This design comes from an exercise in tuning for small area on the open sky130 flow, not from production work.
Only simulation tests tie the RTL to the original design; equivalence was not proved.
Power and IR drop assume default switching activity.

==> tundra <==
## servo_mux
module servo_mux (
    input  wire        clk,
    input  wire        rst,           
    input  wire        tick,          
    input  wire        host_valid,    
    input  wire        host_kind,     
    input  wire [27:0] host_word,
    output wire        host_ready,    
    output wire        resp_valid,
    output wire [7:0]  rdata,
    output wire [1:0]  status,
    output wire [15:0] result,
    output wire [3:0]  pin
);
==> flow/config.mk <==
export PLATFORM = sky130hd
export DESIGN_NAME = servo_mux
export DESIGN_NICKNAME = servo_mux
export VERILOG_FILES = /design/flow/design.v
export SDC_FILE = /design/flow/constraint.sdc
export NUM_CORES = 4
export LEC_CHECK = 0
export CAP_MARGIN = 20
export CORE_MARGIN = 2
export CORE_UTILIZATION = 40
export SLEW_MARGIN = 20
==> flow/constraint.sdc <==
create_clock -name core_clock -period 25.0 [get_ports {clk}]
set_input_delay 5.0000 -clock core_clock [delete_from_list [all_inputs] [get_ports {clk}]]
set_output_delay 5.0000 -clock core_clock [all_outputs]
set_load 0.01 [all_outputs]
standard.sh (not shown) runs the stock make flow with config.mk's settings and CLKGATE_MAP_FILE= SYNTH_SCRIPT=/design/flow/synth_recipe.tcl, a recipe that flattens the netlist after the stock synthesis.
==> flow/flow/run.sh <==
#!/bin/bash
# Layout flow: the standard flow (standard.sh) with three changes.
#  1. Synthesis is ORFS's synthesis run by synth_recipe.tcl, with ABC's
#     mapping script replaced by an area-oriented one (abc_map.script) and
#     without ORFS's full-adder extraction. Registers and their names are
#     those of the standard synthesis.
#  2. Ports are buffered with sky130_fd_sc_hd__buf_1 cells.
#  3. Clock tree synthesis uses small clock buffers and no dummy loads.
# Each tool's output goes to a log file of its own in the work folder.
set -euo pipefail
W=$(pwd)
F=$W/flow

# synthesis script: synth_recipe.tcl with ABC's script swapped
{
  cat <<EOT
proc abc {args} {
  set i [lsearch -exact \$args -script]
  if { \$i >= 0 } { set args [lreplace \$args \$i [expr {\$i + 1}] -script $F/abc_map.script] }
  yosys abc {*}\$args
}
EOT
  cat $W/synth_recipe.tcl
} > $W/flow_synth.tcl

bash $W/standard.sh SYNTH_SCRIPT=$W/flow_synth.tcl ADDER_MAP_FILE= synth > $W/synth.log 2>&1

bash $W/standard.sh \
  "BUFFER_PORTS_ARGS=-buffer_cell sky130_fd_sc_hd__buf_1" \
  "CTS_ARGS=-repair_clock_nets -buf_list {sky130_fd_sc_hd__clkbuf_4} -dont_use_dummy_load" \
  finish > $W/layout.log 2>&1
==> flow/flow/abc_map.script <==
strash
&get -n
&dch -f
&nf -a -R 1000 -p
&put
topo
==> inputs of zinc, as changes to tundra <==
--- a/flow/flow/run.sh
+++ b/flow/flow/run.sh
@@ -28,4 +28,4 @@
 bash $W/standard.sh \
   "BUFFER_PORTS_ARGS=-buffer_cell sky130_fd_sc_hd__buf_1" \
-  "CTS_ARGS=-repair_clock_nets -buf_list {sky130_fd_sc_hd__clkbuf_4} -dont_use_dummy_load" \
+  "CTS_ARGS=-sink_clustering_enable -repair_clock_nets -buf_list {sky130_fd_sc_hd__clkbuf_4} -sink_buffer_max_cap_derate 1.0 -dont_use_dummy_load" \
   finish > $W/layout.log 2>&1
==> inputs of quartz, as changes to tundra <==
--- a/flow/flow/run.sh
+++ b/flow/flow/run.sh
@@ -28,4 +28,4 @@
 bash $W/standard.sh \
   "BUFFER_PORTS_ARGS=-buffer_cell sky130_fd_sc_hd__buf_1" \
-  "CTS_ARGS=-repair_clock_nets -buf_list {sky130_fd_sc_hd__clkbuf_4} -dont_use_dummy_load" \
+  "CTS_ARGS=-sink_clustering_enable -repair_clock_nets -buf_list {sky130_fd_sc_hd__clkbuf_2 sky130_fd_sc_hd__clkbuf_4} -dont_use_dummy_load" \
   finish > $W/layout.log 2>&1
==> comparison table <==
item	quartz	tundra	zinc
Total placed cells including tap cells	800	800	800
Hold depth	2	2	2
Fraction of power spent switching nets	34.5%	34.5%	34.5%
GRT Resource Usage Total	24.2%	24.2%	24.2%
Pwr/cell area	45.0 mW/mm2	45.0 mW/mm2	45.0 mW/mm2
Flip-flop and latch count after synthesis	61	61	61
Class of the tightest hold or removal check	reg2reg	reg2reg	reg2reg
Final-layout clock buffer total	9	9	9
Most congested layer reported by global routing	met2	met2	met2
Area of placed instances	0.00461 mm2	0.00461 mm2	0.00461 mm2
Top-count cell post-synth	sky130_fd_sc_hd__nor2_1	sky130_fd_sc_hd__nor2_1	sky130_fd_sc_hd__nor2_1
Result of the run	complete, no violations	complete, no violations	complete, no violations
Post-synthesis cell count	605	605	605
TritonCTS sink count	61	61	61
First-pass GRT wire length	22100 um	22100 um	22100 um
Area growth from synthesis to layout	10.7%	10.7%	10.7%
Worst skew pair latency	0.42 ns	0.42 ns	0.42 ns
Clock edge transition at the registers on the reported setup and hold paths	0.11 ns	0.11 ns	0.11 ns
Core Util, Final	45.6%	45.6%	45.6%
Die W	107 um	107 um	107 um
P_leak	1.55 nW	1.55 nW	1.55 nW

==> what the ideal ports hide <==
How much do the figures lean on ideal ports? The routed layouts below were timed once more, with nothing changed but the port constraints.
Step 1 (the two cells are an assumption about what drives the block):
set clk [get_ports {clk}]
set_driving_cell -lib_cell sky130_fd_sc_hd__clkbuf_16 $clk
set_driving_cell -lib_cell sky130_fd_sc_hd__buf_2 [delete_from_list [all_inputs] $clk]
Step 2 moves the port delays by t, midway between the first and last clock arrival at a register: inputs arrive t later, outputs are due t later. That takes back most of the time a late clock gives input paths.
Slacks: ideal ports / drivers / drivers and shift; pairs: ideal ports / drivers.
run	t (ns)	setup slack, ns	hold slack, ns
tundra	0.427	13.636 / 13.610 / 14.037	0.471 / 0.471 / 0.471
zinc	0.427	13.636 / 13.610 / 14.037	0.471 / 0.471 / 0.471
quartz	0.427	13.636 / 13.610 / 14.037	0.471 / 0.471 / 0.471
After both steps every run listed still meets setup and hold.
